Source: an optimization exercise on an open RTL-to-GDS flow (aim: small area, a short achievable clock period and few clock cycles). Production flows keep margins and buffers that such runs may drop. At most, simulation tests tie the RTL to the original design; equivalence was not proved. Function not checked in runs 4 and 5: the RTL went through the layout flow alone. The clock port is modelled as an ideal driver; clocking choices that lean on that would not hold on a real chip. Power and IR drop assume default switching activity.

**flow/abc_area.script**
```
strash
ifraig
scorr
dc2
strash
dch -f
amap -F 20 -A 20 -C 5000
topo
```
**flow/synth.tcl**
```tcl
# The standard flow's synthesis (synth_recipe.tcl) with one change: ABC maps every module
# with the area-oriented script OWN_ABC_SCRIPT instead of ORFS's speed script
# (the register read port is written as one-gate modules, each mapped on its
# own). Registers are mapped before ABC runs, so they are the same as the standard flow's.
proc synth {args} { yosys synth -nofsm -noshare {*}$args }
proc abc {args} {
  set i [lsearch -exact $args -script]
  set args [lreplace $args [expr {$i+1}] [expr {$i+1}] $::env(OWN_ABC_SCRIPT)]
  yosys abc {*}$args
}
source $::env(SCRIPTS_DIR)/synth.tcl
# left out here: clear keep_hierarchy, flatten, clean up, hide names made inside functions, write 1_2_yosys.v
```
**flow/run.sh**
```bash
#!/bin/bash
# Own layout flow: the standard ORFS flow (standard.sh) with
#  - synthesis through flow/synth.tcl (per-module ABC scripts, hierarchy kept
#    through ABC and flattened after, as synth_recipe.tcl does),
#  - port buffers of a given cell (BUFFER_PORTS_ARGS) instead of the default,
#  - clock tree options (CTS_ARGS) in place of ORFS's, and a post-CTS step
#    (flow/post_cts.tcl, if present) that upsizes clock buffers with slow edges.
# The make output goes to flow_make.log; ORFS keeps each step's log under orfs/logs.
set -euo pipefail
here=$(pwd)
export OWN_ABC_SCRIPT=$here/flow/abc_area.script

export OWN_CLK_SLEW_LIMIT_PS=90
bash standard.sh SYNTH_SCRIPT=$here/flow/synth.tcl SYNTH_HIERARCHICAL=1 \
  "BUFFER_PORTS_ARGS=-buffer_cell sky130_fd_sc_hd__buf_1" \
  "CTS_ARGS=-sink_clustering_enable -repair_clock_nets -buf_list sky130_fd_sc_hd__clkbuf_4 -dont_use_dummy_load"  "POST_CTS_TCL=$here/flow/post_cts.tcl" \
  finish > $here/flow_make.log 2>&1
```
**standard.sh**
```bash
#!/bin/bash
# synth_recipe.tcl (not shown) runs the flow's synth.tcl, then flattens the netlist and writes it again
# the make line also repeats each setting of config.mk as NAME=value (left out here)
make -C /OpenROAD-flow-scripts/flow DESIGN_CONFIG=/design/flow/config.mk WORK_HOME=/design/flow/orfs CLKGATE_MAP_FILE= SYNTH_SCRIPT=/design/flow/synth_recipe.tcl "${@:-finish}"
```
**design.v**
```verilog
module blabel2_enc (
    input  wire        clk,
    input  wire        rst,
    input  wire        reg_wr,
    input  wire [7:0]  reg_addr,
    input  wire [31:0] reg_wdata,
    output wire [31:0] reg_rdata,
    output wire        busy,
    output wire        done,
    output wire        error,
    output wire        pix_req,
    output wire [15:0] pix_x,
    output wire [15:0] pix_y,
    input  wire        pix_ack,
    input  wire [7:0]  pix_r,
    input  wire [7:0]  pix_g,
    input  wire [7:0]  pix_b,
    output wire        out_valid,
    output reg  [7:0]  out_data,
    output wire        out_last,
    input  wire        out_ready
);
    localparam [7:0] A_CTRL    = 8'h00;
    localparam [7:0] A_CFG     = 8'h04;
    localparam [7:0] A_WIDTH   = 8'h08;
    localparam [7:0] A_HEIGHT  = 8'h0C;
    localparam [7:0] A_STATUS  = 8'h10;
    localparam [7:0] A_ERRINFO = 8'h14;
    localparam [2:0] P_IDLE  = 3'd0;
    localparam [2:0] P_PRE   = 3'd1;
    localparam [2:0] P_G     = 3'd2;
    localparam [2:0] P_LEN   = 3'd3;
    localparam [2:0] P_LEAD  = 3'd4;
    localparam [2:0] P_IMG   = 3'd5;
    localparam [2:0] P_TRAIL = 3'd6;
    localparam [2:0] P_TERM  = 3'd7;    
    reg  [3:0]  cfg_tape;
    reg         cfg_autocut;
    reg         cfg_inverse;
    reg  [15:0] width_r;
    reg  [15:0] height_r;
    reg         st_done;
    reg  [1:0]  st_errcode;
    reg  [15:0] info_h;
    reg  [3:0]  info_t;
    wire        j_autocut = sh[0];    
    reg         j_inverse;
    reg  [7:0]  j_img;
    wire [15:0] j_width = info_h;
    wire        j_cal   = info_t[3];
    reg  [2:0]  phase;
    reg  [3:0]  pos;
    reg         shfull;
    reg  [15:0] col;
    reg  [10:0] cnt;         
    reg  [8:0]  sh;
    wire [4:0] h_img5 = height_r[7:3];
    reg        tape_hit;
    always @(*) begin
        case (cfg_tape[2:0])
            3'd0:       tape_hit = (h_img5 == 5'd4);
            3'd1, 3'd2: tape_hit = (h_img5 == 5'd6)  || (h_img5 == 5'd7);
            3'd3, 3'd4: tape_hit = (h_img5 == 5'd8)  || (h_img5 == 5'd10);
            3'd5, 3'd6: tape_hit = (h_img5 == 5'd12) || (h_img5 == 5'd14);
            default:    tape_hit = (h_img5 == 5'd16);
        endcase
    end
    wire h_mult8  = (height_r[2:0] == 3'd0);
    wire is_cal   = (cfg_tape == 4'd8);
    wire bad_tape = cfg_tape[3] && (cfg_tape[2:0] != 3'd0);
    wire cal_ok   = (height_r[15:11] == 5'd0) &&
                    (height_r[10:3] != 8'd0) && (height_r[10:3] <= 8'd251);
    wire tape_ok  = (height_r[15:8] == 8'd0) && tape_hit;
    wire job_ok   = h_mult8 && !cfg_tape[3] ? tape_ok : (is_cal && h_mult8 && cal_ok);
    wire active = (phase != P_IDLE);
    assign busy  = active;
    assign done  = st_done;
    assign error = (st_errcode != 2'd0);
    wire   more    = (col != j_width);
    wire   fbusy   = (phase[2:1] != 2'b00) && more;
    assign pix_req = fbusy && !(shfull && cnt[0]);
    assign pix_x   = col;
    assign pix_y   = {5'd0, cnt};
    wire [7:0] img_byte = cnt[0] ? sh[8:1] : sh[7:0];
    wire [7:0] fill     = {8{j_inverse}};
    wire [7:0] len_byte = j_cal ? (j_img + 8'd4) : 8'h0F;
    reg [7:0] pre_byte;
    always @(*) begin
        pre_byte = 8'h00;
        if (cnt[9]) begin
            case (cnt[3:0])
                4'd0:  pre_byte = 8'h1B;
                4'd1:  pre_byte = 8'h40;
                4'd2:  pre_byte = 8'h1B;
                4'd3:  pre_byte = 8'h69;
                4'd4:  pre_byte = 8'h53;
                4'd5:  pre_byte = 8'h1B;
                4'd6:  pre_byte = 8'h69;
                4'd7:  pre_byte = 8'h4D;
                4'd8:  pre_byte = j_autocut ? 8'h40 : 8'h00;    
                4'd9:  pre_byte = 8'h1B;
                4'd10: pre_byte = 8'h69;
                4'd11: pre_byte = 8'h64;
                4'd12: pre_byte = 8'h14;
                default: pre_byte = 8'h00;
            endcase
        end
    end
    wire pre_end = cnt[9] && cnt[3] && cnt[2] && cnt[0];    
    always @(*) begin
        case (phase)
            P_PRE:   out_data = pre_byte;
            P_G:     out_data = 8'h47;
            P_LEN:   out_data = len_byte;
            P_IMG:   out_data = img_byte;
            P_TERM:  out_data = pos[0] ? 8'h1A : 8'h5A;
            default: out_data = fill;
        endcase
    end
    assign out_valid = active && (phase != P_IMG || shfull);
    assign out_last  = (phase == P_TERM) && pos[0];
    wire emit  = out_valid && out_ready;
    wire fetch = pix_req && pix_ack;
    wire ink   = (pix_r < 8'd150);
    blabel2_rd u_rd (
        .addr   (reg_addr),
        .cfg    ({cfg_inverse, cfg_autocut, cfg_tape}),
        .width  (width_r),
        .height (height_r),
        .status ({st_errcode, 1'b0, error, st_done, active}),
        .err    (error),
        .info_h (info_h),
        .info_t (info_t),
        .rdata  (reg_rdata)
    );
    wire start = reg_wr && (reg_addr == A_CTRL) && reg_wdata[0] && !active;
    wire        lead_zero = !j_cal && j_img[4];
    wire [2:0]  lead_sum  = pos[2:0] + j_img[3:1];
    wire        lead_end  = j_cal ? (pos[2:0] == 3'd4) : (lead_sum == 3'd0);
    wire [10:0] cnt_inc  = cnt + 11'd1;
    wire [15:0] col_inc  = col + 16'd1;
    wire        col_end  = (cnt[2:0] == 3'd7) && (cnt_inc[10:3] == j_img);
    wire        img_last = (cnt[10:3] == 8'd0);
    wire        rec_end  = (phase == P_IMG) ? (img_last && (j_cal || pos == 4'd15))
                                            : (pos == 4'd15);
    wire [2:0]  next_rec = more ? P_G : P_TERM;
    always @(posedge clk) begin
        if (rst) begin
            cfg_tape    <= 4'd0;
            cfg_autocut <= 1'b0;
            cfg_inverse <= 1'b0;
            width_r     <= 16'd0;
            height_r    <= 16'd0;
            st_done     <= 1'b0;
            st_errcode  <= 2'd0;
            phase       <= P_IDLE;
        end else begin
            if (reg_wr) begin
                case (reg_addr)
                    A_CFG: begin
                        cfg_tape    <= reg_wdata[3:0];
                        cfg_autocut <= reg_wdata[4];
                        cfg_inverse <= reg_wdata[5];
                    end
                    A_WIDTH:  width_r  <= reg_wdata[15:0];
                    A_HEIGHT: height_r <= reg_wdata[15:0];
                    default: ;
                endcase
            end
            if (start) begin
                st_done <= 1'b0;
                if (job_ok) begin
                    st_errcode <= 2'd0;
                    phase      <= P_PRE;
                end else
                    st_errcode <= bad_tape ? 2'd1 : 2'd2;
            end else if (emit) begin
                case (phase)
                    P_PRE:   if (pre_end) phase <= next_rec;
                    P_G:     phase <= P_LEN;
                    P_LEN:   phase <= lead_zero ? P_IMG : P_LEAD;
                    P_LEAD:  if (lead_end) phase <= P_IMG;
                    P_IMG:   if (img_last)
                                 phase <= rec_end ? next_rec : P_TRAIL;
                    P_TRAIL: if (rec_end) phase <= next_rec;
                    P_TERM:  if (pos[0]) begin
                                 phase   <= P_IDLE;
                                 st_done <= 1'b1;
                             end
                    default: ;
                endcase
            end
        end
    end
    always @(posedge clk) begin
        if (start) begin
            info_t    <= cfg_tape;
            info_h    <= job_ok ? width_r : height_r;
            sh[0]     <= cfg_autocut;
            j_inverse <= cfg_inverse;
            j_img     <= height_r[10:3];
            cnt       <= 11'd112;
            col       <= 16'd0;
            shfull    <= 1'b0;
        end else begin
            if (emit) begin
                if (phase == P_LEN || phase == P_PRE || rec_end)
                    pos <= 4'd0;
                else
                    pos <= pos + 4'd1;
            end
            if (emit && phase == P_IMG)
                shfull <= 1'b0;
            else if (fetch && cnt[2:0] == 3'd7)
                shfull <= 1'b1;
            if (emit && phase == P_PRE) begin
                cnt <= pre_end ? 11'd0 : cnt_inc;
            end else if (fetch) begin
                sh <= {sh[7:0], ink};
                if (col_end) begin
                    cnt <= 11'd0;
                    col <= col_inc;
                end else
                    cnt <= cnt_inc;
            end
        end
    end
endmodule
module blabel2_rd (
    input  wire [7:0]  addr,
    input  wire [5:0]  cfg,
    input  wire [15:0] width,
    input  wire [15:0] height,
    input  wire [5:0]  status,
    input  wire        err,
    input  wire [15:0] info_h,
    input  wire [3:0]  info_t,
    output wire [31:0] rdata
);
    genvar g;
    wire n76, n51, n04, w10, x42e, z3;
    blabel2_g_nor2  u_n76  (.a(addr[7]), .b(addr[6]), .y(n76));             
    blabel2_g_nor2  u_n51  (.a(addr[5]), .b(addr[1]), .y(n51));             
    blabel2_g_nor2  u_n04  (.a(addr[0]), .b(addr[4]), .y(n04));             
    blabel2_g_nor2b u_w10  (.a(addr[0]), .bn(addr[4]), .y(w10));            
    blabel2_g_and3b u_x42e (.an(addr[3]), .b(addr[2]), .c(err), .y(x42e));  
    blabel2_g_inv   u_z3   (.a(addr[3]), .y(z3));                           
    wire [15:0] mwh;     
    wire [5:0]  mse;     
    wire [3:0]  it_e;    
    generate
        for (g = 0; g < 16; g = g + 1) begin : g_mwh
            blabel2_g_mux2i u_m (.s(addr[2]), .a0(width[g]), .a1(height[g]), .y(mwh[g]));
        end
        for (g = 0; g < 4; g = g + 1) begin : g_ite
            blabel2_g_and2 u_e (.a(err), .b(info_t[g]), .y(it_e[g]));
        end
        for (g = 0; g < 3; g = g + 1) begin : g_mse
            blabel2_g_mux2i u_m (.s(addr[2]), .a0(status[g]), .a1(it_e[g]), .y(mse[g]));
        end
    endgenerate
    blabel2_g_nand2  u_mse3 (.a(addr[2]), .b(it_e[3]), .y(mse[3]));         
    blabel2_g_nand2b u_mse4 (.an(addr[2]), .b(status[4]), .y(mse[4]));      
    blabel2_g_nand2b u_mse5 (.an(addr[2]), .b(status[5]), .y(mse[5]));
    wire [1:0] swh_n, sei_n;
    wire       slo_n, sse_n;
    blabel2_g_nand4 u_swh0 (.a(n76), .b(n51), .c(n04), .d(addr[3]), .y(swh_n[0]));  
    blabel2_g_nand4 u_swh1 (.a(n76), .b(n51), .c(n04), .d(addr[3]), .y(swh_n[1]));
    blabel2_g_nand3 u_slo  (.a(n76), .b(n51), .c(n04), .y(slo_n));                   
    blabel2_g_nand4 u_sse  (.a(n76), .b(n51), .c(w10), .d(z3), .y(sse_n));           
    blabel2_g_nand4 u_sei0 (.a(n76), .b(n51), .c(w10), .d(x42e), .y(sei_n[0]));      
    blabel2_g_nand4 u_sei1 (.a(n76), .b(n51), .c(w10), .d(x42e), .y(sei_n[1]));
    generate
        for (g = 0; g < 6; g = g + 1) begin : g_lo6
            wire mc, mm_n;
            blabel2_g_nand2 u_c (.a(addr[2]), .b(cfg[g]), .y(mc));
            blabel2_g_mux2  u_m (.s(addr[3]), .a0(mc), .a1(mwh[g]), .x(mm_n));
            blabel2_g_o22ai u_o (.a1(slo_n), .a2(mm_n), .b1(sse_n), .b2(mse[g]), .y(rdata[g]));
        end
        for (g = 6; g < 16; g = g + 1) begin : g_wh
            blabel2_g_nor2 u_o (.a(swh_n[g / 8]), .b(mwh[g]), .y(rdata[g]));
        end
        for (g = 16; g < 32; g = g + 1) begin : g_ei
            blabel2_g_nor2b u_o (.a(sei_n[g / 24]), .bn(info_h[g - 16]), .y(rdata[g]));
        end
    endgenerate
endmodule
module blabel2_g_inv (input wire a, output wire y);
    assign y = ~a;
endmodule
module blabel2_g_and2 (input wire a, b, output wire y);
    assign y = a & b;
endmodule
module blabel2_g_nand2 (input wire a, b, output wire y);
    assign y = ~(a & b);
endmodule
module blabel2_g_nand2b (input wire an, b, output wire y);
    assign y = ~(~an & b);
endmodule
module blabel2_g_nor2 (input wire a, b, output wire y);
    assign y = ~(a | b);
endmodule
module blabel2_g_nor2b (input wire a, bn, output wire y);
    assign y = ~(a | ~bn);
endmodule
module blabel2_g_and3b (input wire an, b, c, output wire y);
    assign y = ~an & b & c;
endmodule
module blabel2_g_nand4 (input wire a, b, c, d, output wire y);
    assign y = ~(a & b & c & d);
endmodule
module blabel2_g_mux2i (input wire s, a0, a1, output wire y);
    assign y = ~(s ? a1 : a0);
endmodule
module blabel2_g_nand3 (input wire a, b, c, output wire y);
    assign y = ~(a & b & c);
endmodule
module blabel2_g_mux2 (input wire s, a0, a1, output wire x);
    assign x = s ? a1 : a0;
endmodule
module blabel2_g_o22ai (input wire a1, a2, b1, b2, output wire y);
    assign y = ~((a1 | a2) & (b1 | b2));
endmodule
```
**config.mk**
```make
export PLATFORM = sky130hd
export DESIGN_NAME = blabel2_enc
export DESIGN_NICKNAME = blabel2_enc
export VERILOG_FILES = /design/flow/design.v
export SDC_FILE = /design/flow/constraint.sdc
export NUM_CORES = 4
export LEC_CHECK = 0
export CAP_MARGIN = 20
export CORE_MARGIN = 2
export CORE_UTILIZATION = 40
export SETUP_SLACK_MARGIN = 5.0
export SLEW_MARGIN = 20
```
**constraint.sdc**
```tcl
create_clock -name core_clock -period 10.0 [get_ports {clk}]
set_input_delay 2.0000 -clock core_clock [delete_from_list [all_inputs] [get_ports {clk}]]
set_output_delay 2.0000 -clock core_clock [all_outputs]
set_load 0.01 [all_outputs]
```
**flow/post_cts.tcl**
```tcl
# After CTS: upsize any clock buffer whose output slew (placement parasitics)
# exceeds a limit, so every flip-flop clock pin keeps a fast edge, then
# legalize the placement again.
estimate_parasitics -placement
set limit [expr {$::env(OWN_CLK_SLEW_LIMIT_PS) * 1e-3}]
set resized 0
foreach inst [get_cells -filter "ref_name == sky130_fd_sc_hd__clkbuf_4"] {
  set out [get_pins -of_objects $inst -filter "direction == output"]
  if {[get_property $out slew_max] > $limit} {
    replace_cell $inst [get_lib_cells sky130_fd_sc_hd__clkbuf_8]
    incr resized
  }
}
puts "own post-CTS hook: upsized $resized clock buffers"
if {$resized > 0} {
  detailed_placement
  estimate_parasitics -placement
}
```
==> qor.csv, run 1 <==
metric;value;unit
status;timing/DRC/antenna clean;
detailed placement HPWL;12700;um
Seq/Total Area, Yosys;45.5;%
final core occ;48.7;%
Crit Path Max Fanout;25;
setup TNS;0;ns
initial antenna violation count;0;
Die Y;126;um
Starting DRT DRC Count;628;
nets;943;
detailed-router iteration count before antenna repair;5;
Peak VDD IR;0.0000631;V
cell accounting for the most synthesized area;dfxtp_1;
Fmax;203;MHz
CTS tree;yes;
final setup vio count;0;
flops & latches, synth;114;
I/O pins;147;
die area;0.0158;mm2
fin area;0.00707;mm2
# port buffers;108;
Arrival @ worst endpoint;2.94;ns
commonest non-fill, non-tap cell in the layout;buf_1;
EDFF count, synth;42;
Area Overhead vs Synth;19.0;%
Initial Utilization;40.9;%
routed vias;6049;
drt drc;0;
Core Box Area;0.0145;mm2
worst-margin pin slew;0.932;ns
leak pwr;0.00242;uW
Final Slew Violations;0;
ys flop type;dfxtp_1;
nature of the critical path endpoint;output port;
DR vias/cell;5.79;
Clock Sinks;114;
Pwr Density;119;mW/mm2
vias in the first global route;5469;
met1 wire length;8210;um
WL/cell;17.3;um
post-synth cell types;48;
Ys Warns;7;
Async SR Flop Fraction;0;%
All-Layer GR Usage;22.5;%
WS Path Type;in -> out;
GR Overflow Total;0;
Clock Latency Late Sink;0.43;ns
period utilisation layout;49.4;%
share of cells above drive strength 1;10.2;%
maxcap violations;0;
Netlist Area Pre-Place;0.00594;mm2
row count;44;
first-pass GRT wire length;28400;um
highest metal layer with signal wires;met4;
Clock Skews;0.0305;ns
most frequent cells in the layout;buf_1, clkinv_1, nor2_1, dfxtp_1, o21ai_0;
CP startpoint kind;input port;
met2 routed WL;8170;um
unrepaired setup endpoints after global routing;yes;
Post-Route WL;18000;um
Routed Antenna Nets;0;
ranking of synthesized cells by area;dfxtp_1, edfxtp_1, clkinv_1;
Hold/Removal Path Class;reg -> reg;
worst slew margin relative to its limit;37.9;%
minimum clock period;4.94;ns
antenna diode count;0;
Hold Vio Cnt, Final;0;
largest net degree at the start of global routing;45;
post-synth top area share;24.3;%
Worst-path clk slew;0.06;ns
Crit path required time;8.00;ns
routed wl met3;1260;um
Mapped Avg Cell Area;8.20;um2
placed cell areas;0.00661;mm2
gate count after technology mapping;725;
Placer Congestion;0.912;
Die Span X;126;um
==> kinds of logic after synthesis <==
group,synth area share [%]
adders and majority gates,2.44
DFF,45.5
AOI/OAI and AO/OA,25.6
other,0.0631
buffers and inverters,6.69
and+or+nand+nor,19.7
==> report_power, final <==
part,internal (uW),switching [uW],leakage (uW)
clock network,104,154,0.0000937
logic,32.5,58.8,0.00137
registers,485,8.83,0.000953
total,621,222,0.00242
==> through the flow <==
stage | power (uW) | setup WS, ns | hold WS, ns | std cells
6_report | 843 | 5.06 | 0.485 | 1045
3_3_place_gp | 580 | 4.10 | 0.462 | 1019
5_1_grt | 879 | 4.91 | 0.507 | 1045
2_1_floorplan | 552 | 4.74 | 0.430 | 729
3_5_place_dp | 582 | 4.03 | 0.467 | 1019
==> layer usage <==
metal,global-route usage [%],vias up
met4,8.86,0
met2,34.5,246
met5,0,-
met3,5.01,32
li1,-,2918
met1,30.9,2853
==> final cells by class <==
class	count	area, um2
sequential	114	2710
clock buffer	17	165
inverter	96	369
tap	184	230
fill	1459	7460
multi-input combinational	514	3050
timing repair buffer	120	549
==> registers in the layout, indices dropped and copies added (netlist names), 2 cells and up <==
| register | flops |
|---|---|
| cfg_tape | 4 |
| phase | 3 |
| height_r | 16 |
| cnt | 11 |
| info_h | 16 |
| j_img | 8 |
| st_errcode | 2 |
| pos | 4 |
| col | 16 |
| sh | 9 |
| width_r | 16 |
| info_t | 4 |
==> path summary, 6_finish.rpt <==
check / slack [ns] / endpoint / from / cells after the start
setup / recovery: 5.06 / reg_rdata[26] / reg_addr[2] / 7
hold / removal: 0.49 / height_r[2] / height_r[2] / 2
setup reg to reg: 5.46 / col[15] / cnt[1] / 23
hold reg to reg: 0.49 / height_r[2] / height_r[2] / 2
==> modules after synthesis, one instance, submodules excluded, excerpt <==
module / flip-flops and latches / copies in the design / cells inside / cell area [um2]
blabel2_g_inv: 0 / 1 / 1 / 3.75
blabel2_g_and3b: 0 / 1 / 2 / 7.51
blabel2_g_nand3: 0 / 1 / 1 / 5.00
blabel2_g_nor2b: 0 / 17 / 1 / 6.26
blabel2_enc: 114 / 1 / 611 / 5370
blabel2_g_o22ai: 0 / 6 / 1 / 6.26
blabel2_g_mux2i: 0 / 19 / 2 / 10.0
blabel2_g_nand2b: 0 / 2 / 1 / 6.26
blabel2_g_nor2: 0 / 13 / 1 / 3.75
blabel2_g_mux2: 0 / 6 / 3 / 12.5
blabel2_g_and2: 0 / 4 / 1 / 6.26
blabel2_g_nand4: 0 / 5 / 1 / 6.26
==> cells in the mapped netlist, drive strengths merged (2+ instances only) <==
cell     count
a2111oi      3
a211oi       5
a21o         3
a21oi       60
a221oi       2
a22oi       20
a31oi        2
a32oi        2
and2         4
and3        10
buf          5
clkinv      96
dfxtp       72
edfxtp      42
ha          10
nand2       65
nand2b       2
nand3        9
nand4       14
nor2        93
nor2b       20
nor3        22
nor4         8
o2111a       2
o2111ai      6
o211ai       2
o21ai       69
o221a        7
o221ai       5
o22ai       40
o31ai        2
o32ai        4
or2          2
or3          2
or4          2
==> worst max-delay path, cell delays in order <==
cell	delay (ns)
clkbuf_16	0.17
nand2_1	0.08
nor2_2	0.12
nand4_1	0.09
buf_4	0.18
nor2b_1	0.12
buf_1	0.16
Testbench counts, summed over its fixed seeds: cycles 240,949.
==> run 2: changes to the inputs <==
--- a/flow/run.sh
+++ b/flow/run.sh
@@ -11,7 +11,8 @@
 export OWN_ABC_SCRIPT=$here/flow/abc_area.script
 
 export OWN_CLK_SLEW_LIMIT_PS=90
+export OWN_RD_PORT_BUF=buf_2
 bash standard.sh SYNTH_SCRIPT=$here/flow/synth.tcl SYNTH_HIERARCHICAL=1 \
   "BUFFER_PORTS_ARGS=-buffer_cell sky130_fd_sc_hd__buf_1" \
-  "CTS_ARGS=-sink_clustering_enable -repair_clock_nets -buf_list sky130_fd_sc_hd__clkbuf_4 -dont_use_dummy_load"  "POST_CTS_TCL=$here/flow/post_cts.tcl" \
+  "CTS_ARGS=-sink_clustering_enable -repair_clock_nets -buf_list sky130_fd_sc_hd__clkbuf_4 -dont_use_dummy_load"  "POST_GLOBAL_PLACE_TCL=$here/flow/post_gpl.tcl" "POST_CTS_TCL=$here/flow/post_cts.tcl" \
   finish > $here/flow_make.log 2>&1
==> flow/abc_area.script (replaced) <==
strash
ifraig
scorr
dc2
strash
dch -f
amap
topo
==> flow/post_gpl.tcl (new file) <==
# After global placement (port buffers are in): give the register read
# path's port buffers (reg_addr inputs, reg_rdata outputs) a stronger cell.
set n 0
foreach p [concat [get_ports reg_addr*] [get_ports reg_rdata*]] {
  foreach pin [get_pins -of_objects [get_nets -of_objects $p]] {
    set inst [get_cells -of_objects $pin]
    if {[get_property $inst ref_name] eq "sky130_fd_sc_hd__buf_1"} {
      replace_cell $inst [get_lib_cells sky130_fd_sc_hd__$::env(OWN_RD_PORT_BUF)]
      incr n
    }
  }
}
puts "own post-global-place hook: resized $n port buffers"
--- a/config.mk
+++ b/config.mk
@@ -8,5 +8,5 @@
 export CAP_MARGIN = 20
 export CORE_MARGIN = 2
 export CORE_UTILIZATION = 40
-export SETUP_SLACK_MARGIN = 5.0
+export SETUP_SLACK_MARGIN = 4.9
 export SLEW_MARGIN = 20
==> run 2 against run 1 <==
Against the previous run:
- the run now fails in global placement
- synthesized area grew 0.46%
- synthesized cell count is 2.1% higher
==> qor.csv, run 2 <==
metric;value;unit
status;stopped before the end;
Stop stage;global placement;
First Err;[ERROR STA-0100] unsupported object type Port.;
post-synth cell types;47;
Synth top cells by count;nor2_1, clkinv_1, dfxtp_1;
Die Span X;126;um
Synth Area in XOR/XNOR;0;%
flops & latches, synth;114;
post-synth top area share;24.1;%
Netlist Area Pre-Place;0.00597;mm2
EDFF count, synth;42;
Ys Warns;7;
Initial Utilization;41.1;%
row count;44;
gate count after technology mapping;740;
Synth Area in Compound Gates;23.2;%
ranking of synthesized cells by area;dfxtp_1, edfxtp_1, nor2_1;
I/O pins;147;
main combinational cell family by area after synthesis;compound AO/OA/AOI/OAI gates;
# port buffers;108;
mux contribution to synthesized area;0;%
cell with the most instances after synthesis;nor2_1;
post-synthesis adder-cell area fraction;2.43;%
Die Y;126;um
simple-gate portion of the synthesized area;22.5;%
cell accounting for the most synthesized area;dfxtp_1;
ys flop type;dfxtp_1;
Mapped Avg Cell Area;8.07;um2
Seq/Total Area, Yosys;45.3;%
Async SR Flop Fraction;0;%
## run 2: changes by cell type after synthesis, moves of 5 or more
cell,before,now
a21oi_1,60,55
o22ai_1,40,34
nor2_1,93,130
a211oi_1,5,12
o21ai_0,69,49
## run 2: modules after synthesis (local to each module, per instance), excerpt
module,copies in the design,flops+latches
blabel2_g_nor2,13,0
blabel2_g_nand4,5,0
blabel2_g_nand3,1,0
blabel2_g_nand2b,2,0
blabel2_g_nand2,7,0
blabel2_g_inv,1,0
blabel2_g_mux2,6,0
blabel2_g_nor2b,17,0
blabel2_g_o22ai,6,0
blabel2_g_and3b,1,0
blabel2_g_mux2i,19,0
## run 2: logic make-up after synthesis
group	Yosys count
DFF	114
buffers and inverters	100
adders and majority gates	11
other	1
and+or+nand+nor	297
AOI/OAI and AO/OA	217
==> run 3: changes to the inputs <==
--- a/flow/post_gpl.tcl
+++ b/flow/post_gpl.tcl
@@ -2,7 +2,7 @@
 # path's port buffers (reg_addr inputs, reg_rdata outputs) a stronger cell.
 set n 0
 foreach p [concat [get_ports reg_addr*] [get_ports reg_rdata*]] {
-  foreach pin [get_pins -of_objects [get_nets -of_objects $p]] {
+  foreach pin [get_pins -of_objects [get_nets [get_full_name $p]]] {
     set inst [get_cells -of_objects $pin]
     if {[get_property $inst ref_name] eq "sky130_fd_sc_hd__buf_1"} {
       replace_cell $inst [get_lib_cells sky130_fd_sc_hd__$::env(OWN_RD_PORT_BUF)]
==> run 3 against run 2 <==
Against the previous run:
- the run now finishes clean
- synthesized cell count did not move
- synthesized area is the same
==> qor.csv, run 3 <==
metric;value;unit
period utilisation layout;50.3;%
row count;44;
Crit path largest cell delay;0.20;ns
Clock Latency Late Sink;0.41;ns
Post-Route WL;17400;um
ranking of synthesized cells by area;dfxtp_1, edfxtp_1, nor2_1;
All-Layer GR Usage;21.9;%
cell accounting for the most synthesized area;dfxtp_1;
post-synth top area share;24.1;%
CP startpoint kind;input port;
worst slew margin relative to its limit;46.7;%
Netlist Area Pre-Place;0.00597;mm2
most frequent cells in the layout;nor2_1, clkinv_1, dfxtp_1, buf_1, nand2_1;
Hold/Removal Path Class;reg -> reg;
minimum clock period;5.03;ns
setup ws final;4.97;ns
ys flop type;dfxtp_1;
post-synth cell types;47;
Async SR Flop Fraction;0;%
CTS tree;yes;
commonest non-fill, non-tap cell in the layout;nor2_1;
Hold Vio Cnt, Final;0;
worst-margin pin slew;0.794;ns
first-pass GRT wire length;27400;um
Routed Antenna Nets;0;
antenna diode count;0;
GR Overflow Total;0;
Peak VDD IR;0.0000696;V
Core Box Area;0.0145;mm2
nature of the critical path endpoint;output port;
# port buffers;108;
setup TNS;0;ns
Crit Path Max Fanout;25;
Clock Sinks;114;
Die Y;126;um
detailed-router iteration count before antenna repair;5;
status;timing/DRC/antenna clean;
final setup vio count;0;
WS Path Type;in -> out;
WL/cell;16.4;um
drt drc;0;
Pwr Density;112;mW/mm2
cell with the most instances after synthesis;nor2_1;
crit path max-delay cell type;buf_4;
Starting DRT DRC Count;638;
I/O pins;147;
Seq/Total Area, Yosys;45.3;%
leak pwr;0.00259;uW
EDFF count, synth;42;
Synth top cells by count;nor2_1, clkinv_1, dfxtp_1;
flops & latches, synth;114;
detailed placement HPWL;12700;um
Worst-path clk slew;0.08;ns
Ys Warns;7;
Setup WS pre-CTS;4.03;ns
nets;960;
gate count after technology mapping;740;
Fmax;199;MHz
initial antenna violation count;0;
Clock Skews;0.0266;ns
FF-to-FF path depth;31;
Die Span X;126;um
share of cells above drive strength 1;10.7;%
largest net degree at the start of global routing;51;
unrepaired setup endpoints after global routing;yes;
Min-Delay Path Depth;0;
maxcap violations;0;
Final Slew Violations;0;
die area;0.0159;mm2
Mapped Avg Cell Area;8.07;um2
critical path, cell by cell;clkbuf_16 -> nand2_1 -> nor2_1 -> nand4_1 -> buf_4 -> nor2b_1 -> buf_2;
Initial Utilization;41.1;%
vias in the first global route;5164;
Arrival @ worst endpoint;3.03;ns
routed vias;5818;
Crit path required time;8.00;ns
Area Overhead vs Synth;17.6;%
DR vias/cell;5.48;
[run 3: cell counts after synthesis]
Identical to the previous run, type by type.
[run 3: power breakdown]
part | switching [uW] | internal, uW | leakage (uW)
sequential | 3.95 | 481 | 0.000975
clock | 149 | 99.8 | 0.0000912
combinational | 34.2 | 19.6 | 0.00152
total | 188 | 600 | 0.00259
[run 3: cell families (layout without fill, tap and decap cells)]
logic type      after synthesis  after routing  share of synthesized area (%)
compound gates              217            217                           23.2
fa+ha+maj                    11             11                           2.43
buf+inv                     100            234                           6.60
flops                       114            114                           45.3
other cells                   1              5                         0.0628
simple gates                297            297                           22.5
[run 3: metrics by stage]
| stage | utilization, % | power (uW) | cells | area [um2] | hold slack, ns |
|---|---|---|---|---|---|
| detailed placement | 46.1 | 545 | 1036 | 6700 | 0.470 |
| finish | 48.3 | 788 | 1062 | 7020 | 0.457 |
| global route | 48.3 | 823 | 1062 | 7020 | 0.487 |
| floorplan | - | 524 | 744 | 6010 | 0.430 |
| global placement | 45.8 | 544 | 1036 | 6650 | 0.452 |
[run 3: worst max-delay path, delay by kind of cell]
kind                   cells  cell delay, ns
and+or+nand+nor            4            0.48
buffers and inverters      3            0.53
[run 3: worst paths after layout]
check | slack, ns | to | startpoint
min reg2reg | 0.46 | j_inverse | cfg_inverse
max | 4.97 | reg_rdata[22] | reg_addr[2]
max reg2reg | 5.39 | col[15] | cnt[1]
min | 0.46 | j_inverse | cfg_inverse
[run 3: final cells by class]
| type | instances | area (um2) |
|---|---|---|
| Fill cell | 1497 | 7510 |
| Multi-Input combinational cell | 530 | 2980 |
| Sequential cell | 114 | 2710 |
| Timing Repair Buffer | 122 | 584 |
| Inverter | 95 | 357 |
| Tap cell | 184 | 230 |
| Clock buffer | 17 | 159 |
[run 3: per-layer routing]
metal | routed length [um] | up-vias | track usage (%)
met5 | 0 | - | 0
met4 | 261 | 0 | 6.53
met3 | 1240 | 22 | 5.06
met2 | 7460 | 222 | 31.9
met1 | 8460 | 2650 | 32.3
li1 | - | 2924 | -
[run 3: Yosys stat by module, one instance, submodules excluded, excerpt]
module,flops+latches,cells,copies in the design
blabel2_g_nor2,0,1,13
blabel2_g_and2,0,1,4
blabel2_g_nand2b,0,1,2
blabel2_g_mux2,0,3,6
blabel2_g_nor2b,0,1,17
blabel2_g_o22ai,0,1,6
blabel2_g_inv,0,1,1
blabel2_enc,114,626,1
blabel2_g_nand3,0,1,1
blabel2_g_nand4,0,1,5
blabel2_g_nand2,0,1,7
==> run 4: changes to the inputs <==
--- a/design.v
+++ b/design.v
@@ -50,6 +50,7 @@
     wire        j_cal   = info_t[3];
     reg  [2:0]  phase;
     reg  [3:0]  pos;
+    wire        start;
     reg         shfull;
     reg  [15:0] col;
     reg  [10:0] cnt;         
@@ -131,9 +132,12 @@
         .err    (error),
         .info_h (info_h),
         .info_t (info_t),
-        .rdata  (reg_rdata)
+        .rdata  (reg_rdata),
+        .wr     (reg_wr),
+        .wd0    (reg_wdata[0]),
+        .busy   (active),
+        .start  (start)
     );
-    wire start = reg_wr && (reg_addr == A_CTRL) && reg_wdata[0] && !active;
     wire        lead_zero = !j_cal && j_img[4];
     wire [2:0]  lead_sum  = pos[2:0] + j_img[3:1];
     wire        lead_end  = j_cal ? (pos[2:0] == 3'd4) : (lead_sum == 3'd0);
@@ -235,7 +239,11 @@
     input  wire        err,
     input  wire [15:0] info_h,
     input  wire [3:0]  info_t,
-    output wire [31:0] rdata
+    output wire [31:0] rdata,
+    input  wire        wr,
+    input  wire        wd0,
+    input  wire        busy,
+    output wire        start
 );
     genvar g;
     wire n76, n51, n04, w10, x42e, z3;
@@ -270,6 +278,14 @@
     blabel2_g_nand4 u_sse  (.a(n76), .b(n51), .c(w10), .d(z3), .y(sse_n));           
     blabel2_g_nand4 u_sei0 (.a(n76), .b(n51), .c(w10), .d(x42e), .y(sei_n[0]));      
     blabel2_g_nand4 u_sei1 (.a(n76), .b(n51), .c(w10), .d(x42e), .y(sei_n[1]));
+    wire z76, z51, z04, z32, s00_n, wok;
+    blabel2_g_nor2  u_z76 (.a(addr[7]), .b(addr[6]), .y(z76));
+    blabel2_g_nor2  u_z51 (.a(addr[5]), .b(addr[1]), .y(z51));
+    blabel2_g_nor2  u_z04 (.a(addr[0]), .b(addr[4]), .y(z04));
+    blabel2_g_nor2  u_z32 (.a(addr[3]), .b(addr[2]), .y(z32));
+    blabel2_g_nand4 u_s00 (.a(z76), .b(z51), .c(z04), .d(z32), .y(s00_n));
+    blabel2_g_and3b u_wok (.an(busy), .b(wr), .c(wd0), .y(wok));
+    blabel2_g_nor2b u_st  (.a(s00_n), .bn(wok), .y(start));
     generate
         for (g = 0; g < 6; g = g + 1) begin : g_lo6
             wire mc, mm_n;
--- a/flow/run.sh
+++ b/flow/run.sh
@@ -11,8 +11,7 @@
 export OWN_ABC_SCRIPT=$here/flow/abc_area.script
 
 export OWN_CLK_SLEW_LIMIT_PS=90
-export OWN_RD_PORT_BUF=buf_2
 bash standard.sh SYNTH_SCRIPT=$here/flow/synth.tcl SYNTH_HIERARCHICAL=1 \
   "BUFFER_PORTS_ARGS=-buffer_cell sky130_fd_sc_hd__buf_1" \
-  "CTS_ARGS=-sink_clustering_enable -repair_clock_nets -buf_list sky130_fd_sc_hd__clkbuf_4 -dont_use_dummy_load"  "POST_GLOBAL_PLACE_TCL=$here/flow/post_gpl.tcl" "POST_CTS_TCL=$here/flow/post_cts.tcl" \
+  "CTS_ARGS=-sink_clustering_enable -repair_clock_nets -buf_list sky130_fd_sc_hd__clkbuf_4 -dont_use_dummy_load"  "POST_CTS_TCL=$here/flow/post_cts.tcl" \
   finish > $here/flow_make.log 2>&1
removed: flow/post_gpl.tcl
==> run 4 against run 3 <==
Against the previous run:
- hold slack better by 0.023 ns
- final cell count fell by 0.85%
- sequential share of layout area is 0.089 points lower
- sequential power increased by 3%
- setup slack got worse by 0.017 ns
- utilization increased by 0.11 points
- flip-flop and latch count is the same
==> qor.csv, run 4 <==
metric;value;unit
status;timing/DRC/antenna clean;
Clock Sinks;114;
Routed Antenna Nets;0;
setup TNS;0;ns
gate count after technology mapping;731;
Placer Congestion;0.876;
WL/cell;17.2;um
vias in the first global route;5643;
first-pass GRT wire length;28700;um
unrepaired setup endpoints after global routing;no;
Crit Path Max Fanout;13;
ranking of synthesized cells by area;dfxtp_1, edfxtp_1, nor2_1;
Hold Vio Cnt, Final;0;
setup slack, reg-to-reg;5.34;ns
final setup vio count;0;
I/O pins;147;
post-synth cell types;48;
All-Layer GR Usage;22.7;%
nature of the critical path endpoint;output port;
initial antenna violation count;0;
GR Overflow Total;0;
CP startpoint kind;input port;
post-synth top area share;24.1;%
period utilisation layout;50.4;%
Async SR Flop Fraction;0;%
largest net degree at the start of global routing;55;
Worst-path clk slew;0.07;ns
final core occ;48.4;%
DR vias/cell;5.70;
cell accounting for the most synthesized area;dfxtp_1;
setup ws final;4.96;ns
Mapped Avg Cell Area;8.17;um2
Crit path required time;8.00;ns
Fmax;198;MHz
worst-margin pin slew;0.830;ns
Ys Warns;7;
share of cells above drive strength 1;7.83;%
Hold/Removal Path Class;reg -> reg;
antenna diode count;0;
Synth top cells by count;nor2_1, clkinv_1, dfxtp_1;
most frequent cells in the layout;nor2_1, buf_1, clkinv_1, dfxtp_1;
Pwr Density;120;mW/mm2
row count;44;
Peak VDD IR;0.0000701;V
detailed placement HPWL;12900;um
Netlist Area Pre-Place;0.00597;mm2
Initial Utilization;41.1;%
cell with the most instances after synthesis;nor2_1;
worst slew margin relative to its limit;44.2;%
minimum clock period;5.04;ns
leak pwr;0.00247;uW
Area Overhead vs Synth;17.9;%
Clock Latency Late Sink;0.42;ns
Arrival @ worst endpoint;3.04;ns
detailed-router iteration count before antenna repair;5;
Die Span X;126;um
Die Y;126;um
Seq/Total Area, Yosys;45.3;%
ys flop type;dfxtp_1;
Post-Route WL;18100;um
CTS tree;yes;
maxcap violations;0;
Setup WS pre-CTS;4.26;ns
Clock Skews;0.0308;ns
WS Path Type;in -> out;
Core Box Area;0.0145;mm2
# port buffers;108;
flops & latches, synth;114;
nets;951;
drt drc;0;
Starting DRT DRC Count;424;
commonest non-fill, non-tap cell in the layout;nor2_1;
routed vias;6001;
Final Slew Violations;0;
EDFF count, synth;42;
die area;0.0159;mm2
run 4: layout make-up:
type                            instances  area [um2]
Fill cell                            1483        7500
Multi-Input combinational cell        526        3000
Sequential cell                       114        2710
Timing Repair Buffer                  122         597
Inverter                               90         339
Tap cell                              184         230
Clock buffer                           17         165
run 4: power by group:
group | internal [uW] | switching [uW] | leakage (uW)
logic | 33.7 | 56.2 | 0.00144
registers | 485 | 12.5 | 0.000945
clock network | 104 | 152 | 0.0000937
total | 623 | 221 | 0.00247
run 4: worst max-delay path, stage by stage:
cell and delay [ns]:
clkbuf_8 0.13, buf_12 0.14, nand2_1 0.07, nor2_2 0.11, nand4_1 0.09, buf_4 0.19, nor2b_1 0.13, buf_1 0.16
run 4: cells by family (layout without fill, tap and decap cells):
| logic type | count (synthesis) | after routing | share of synthesized area [%] |
|---|---|---|---|
| buffers and inverters | 95 | 229 | 6.29 |
| adder cells (fa/ha/maj) | 11 | 11 | 2.43 |
| other | 1 | 5 | 0.0628 |
| flip-flops | 114 | 114 | 45.3 |
| XOR/XNOR | 1 | 1 | 0.147 |
| AO/OA/AOI/OAI | 223 | 223 | 24.1 |
| AND/OR/NAND/NOR | 286 | 286 | 21.7 |
run 4: final timing paths:
| kind | cells after the start | end | start |
|---|---|---|---|
| max reg2reg | 24 | col[15] | cnt[3] |
| min | 2 | height_r[2] | height_r[2] |
| max | 8 | reg_rdata[21] | reg_addr[2] |
| min reg2reg | 2 | height_r[2] | height_r[2] |
run 4: through the flow:
stage | power [uW] | cells | area, um2 | hold WS [ns]
floorplan | 556 | 735 | 5990 | 0.430
global placement | 586 | 1027 | 6640 | 0.463
detailed placement | 588 | 1027 | 6640 | 0.472
global route | 883 | 1053 | 7040 | 0.515
finish | 844 | 1053 | 7040 | 0.480
run 4: per-module statistics from Yosys, one instance, submodules excluded, a selection:
module            cells inside  copies in the design
blabel2_g_nor2b              1                    18
blabel2_g_o22ai              1                     6
blabel2_g_nor2               1                    17
blabel2_g_nand4              1                     6
blabel2_g_inv                1                     1
blabel2_g_and2               1                     4
blabel2_g_nand2b             1                     2
blabel2_g_nand3              1                     1
blabel2_g_nand2              1                     7
blabel2_g_mux2               3                     6
blabel2_enc                609                     1
blabel2_g_mux2i              2                    19
blabel2_g_and3b              2                     2
run 4: per-layer routing:
layer / vias up / global-route usage [%] / routed length, um
met4: 0 / 10.3 / 453
met2: 212 / 35.9 / 8500
met3: 32 / 4.33 / 929
met5: - / 0 / 0
li1: 2930 / - / -
met1: 2827 / 30.2 / 8260
==> run 5: changes to the inputs <==
--- a/config.mk
+++ b/config.mk
@@ -8,5 +8,5 @@
 export CAP_MARGIN = 20
 export CORE_MARGIN = 2
 export CORE_UTILIZATION = 40
-export SETUP_SLACK_MARGIN = 4.9
+export SETUP_SLACK_MARGIN = 5.0
 export SLEW_MARGIN = 20
==> run 5 against run 4 <==
Against the previous run:
- wire length increased by 1.6%
- flip-flop and latch count unchanged
- setup slack improved by 0.018 ns
- hold slack got worse by 0.0016 ns
- power increased by 0.73%
- global-route usage increased by 0.054 points
- cell area increased by 2.9%
- critical path type unchanged
- largest cell class unchanged
- highest routed layer unchanged
==> qor.csv, run 5 <==
metric;value;unit
Starting DRT DRC Count;417;
Total Power;850;uW
unrepaired setup endpoints after global routing;yes;
detailed placement HPWL;12900;um
setup TNS;0;ns
Post-Route WL;18400;um
Hold Vio Cnt, Final;0;
GR Overflow Total;0;
met2 routed WL;8640;um
ys flop type;dfxtp_1;
Placer Congestion;0.876;
Die Span X;126;um
CP startpoint kind;input port;
Clock Sinks;114;
share of cells above drive strength 1;12.2;%
cell accounting for the most synthesized area;dfxtp_1;
Peak VDD IR;0.0000704;V
worst slew margin relative to its limit;43.0;%
die area;0.0159;mm2
routed wl met3;1010;um
Netlist Area Pre-Place;0.00597;mm2
Area Overhead vs Synth;21.3;%
drt drc;0;
# port buffers;108;
worst-margin pin slew;0.848;ns
WL/cell;17.4;um
row count;44;
final setup vio count;0;
fin area;0.00724;mm2
first-pass GRT wire length;28800;um
nets;956;
highest metal layer with signal wires;met4;
Mapped Avg Cell Area;8.17;um2
ranking of synthesized cells by area;dfxtp_1, edfxtp_1, nor2_1;
Arrival @ worst endpoint;3.02;ns
multi-input logic area;0.00310;mm2
Ys Warns;7;
Seq/Total Area, Yosys;45.3;%
initial antenna violation count;0;
CTS tree;yes;
Async SR Flop Fraction;0;%
All-Layer GR Usage;22.8;%
I/O pins;147;
routed vias;6020;
placed cell areas;0.00664;mm2
Fin Hold WS;0.478;ns
Hold/Removal Path Class;reg -> reg;
cell with the most instances after synthesis;nor2_1;
nature of the critical path endpoint;output port;
most frequent cells in the layout;nor2_1, clkinv_1, buf_1, dfxtp_1, a21oi_1;
Routed Antenna Nets;0;
Pwr Density;117;mW/mm2
Core Box Area;0.0145;mm2
minimum clock period;5.02;ns
vias in the first global route;5639;
status;timing/DRC/antenna clean;
detailed-router iteration count before antenna repair;5;
Synth top cells by count;nor2_1, clkinv_1, dfxtp_1;
commonest non-fill, non-tap cell in the layout;nor2_1;
WS Path Type;in -> out;
FILL cells;1452;
Worst-path clk slew;0.07;ns
flops & latches, synth;114;
Crit path required time;8.00;ns
Final Slew Violations;0;
period utilisation layout;50.2;%
Fmax;199;MHz
Placed Instances;1027;
DR vias/cell;5.69;
leak pwr;0.00263;uW
post-synth cell types;48;
Crit Path Max Fanout;6;
largest net degree at the start of global routing;55;
Clock Latency Late Sink;0.42;ns
final cell count without fillers;1058;
met1 wire length;8290;um
antenna diode count;0;
post-synth top area share;24.1;%
Initial Utilization;41.1;%
FF+latch area;0.00271;mm2
maxcap violations;0;
gate count after technology mapping;731;
EDFF count, synth;42;
Clock Skews;0.0286;ns
Die Y;126;um
## run 5: area by class of cell
cell class | instances | share of cell area, %
timing repair buffer | 127 | 9.59
inverter | 90 | 4.72
clock buffer | 17 | 2.28
multi-input combinational | 526 | 42.8
tap | 184 | 3.18
sequential | 114 | 37.4
## run 5: worst max-delay path: stages
cell and delay (ns):
buf_1 0.12, nor2_4 0.17, buf_4 0.14, nand3_2 0.18, o22ai_1 0.23, buf_2 0.17
## run 5: worst paths after layout
kind	startpoint	endpoint	slack, ns	depth (start not counted)
min	height_r[2]	height_r[2]	0.48	2
max reg2reg	cnt[3]	col[15]	5.34	24
max	reg_addr[7]	reg_rdata[2]	4.98	6
min reg2reg	height_r[2]	height_r[2]	0.48	2
## run 5: stage by stage
step / setup slack (ns) / utilization [%]
final: 4.98 / 49.8
after global routing: 4.96 / 49.8
after detailed placement: 4.26 / 45.7
after global placement: 4.29 / 45.7
after floorplan: 5.18 / -
## run 5: Yosys stat by module, one instance, submodules excluded, excerpt
module            area [um2]  cells  copies in the design
blabel2_g_nand3         5.00      1                     1
blabel2_g_o22ai         6.26      1                     6
blabel2_g_inv           3.75      1                     1
blabel2_g_and2          6.26      1                     4
blabel2_enc             5370    609                     1
blabel2_g_nand4         6.26      1                     6
blabel2_g_mux2          12.5      3                     6
blabel2_g_nand2         3.75      1                     7
blabel2_g_mux2i         10.0      2                    19
blabel2_g_nand2b        6.26      1                     2
blabel2_g_and3b         7.51      2                     2
blabel2_g_nor2          3.75      1                    17
blabel2_g_nor2b         6.26      1                    18
## run 5: power by group
group	internal (uW)	switching (uW)
Clock	104	153
Sequential	485	12.5
Combinational	36.8	59.0
Total	626	224
## run 5: kinds of logic (layout without fill, tap and decap cells)
family | count (synthesis) | in the layout | share of synthesized area (%)
adder cells (fa/ha/maj) | 11 | 11 | 2.43
XOR/XNOR | 1 | 1 | 0.147
AND/OR/NAND/NOR | 286 | 286 | 21.7
AO/OA/AOI/OAI | 223 | 223 | 24.1
other | 1 | 5 | 0.0628
buffers and inverters | 95 | 234 | 6.29
flip-flops | 114 | 114 | 45.3
## run 5: per-layer routing
layer,track usage (%),vias up
met5,0,-
met4,10.1,0
met3,4.33,39
met2,36.1,218
met1,30.3,2822
li1,-,2941

-- port drivers added, routing unchanged --
How much do the figures lean on ideal ports? The routed layouts below were timed once more, with nothing changed but the port constraints.
Step 1, drivers: a clkbuf_16 drives clk and a buf_2 each remaining input, both assumed.
Step 2, shift: input delay + t, output delay - t, t = (earliest + latest rising clock arrival at the registers) / 2. This alone moves slack from input paths to output paths.
Three values: ideal, step 1, step 2; two values: the first two.
run | t, ns | setup slack, ns | hold WS [ns] | cell pins on the clock port's net
run 1 | 0.456 | 5.063 / 4.954 / 4.796 | 0.485 / 0.485 / 0.485 | 1
run 3 | 0.440 | 4.975 / 4.852 / 4.733 | 0.457 / 0.457 / 0.457 | 1
run 4 | 0.442 | 4.958 / 4.916 / 4.837 | 0.480 / 0.480 / 0.480 | 1
run 5 | 0.440 | 4.976 / 4.932 / 4.715 | 0.478 / 0.478 / 0.478 | 1
After both steps setup and hold are still met in every run listed. The setup slack of run 1, which loses most, moves by -0.109 ns with the drivers and by -0.267 ns with both steps.
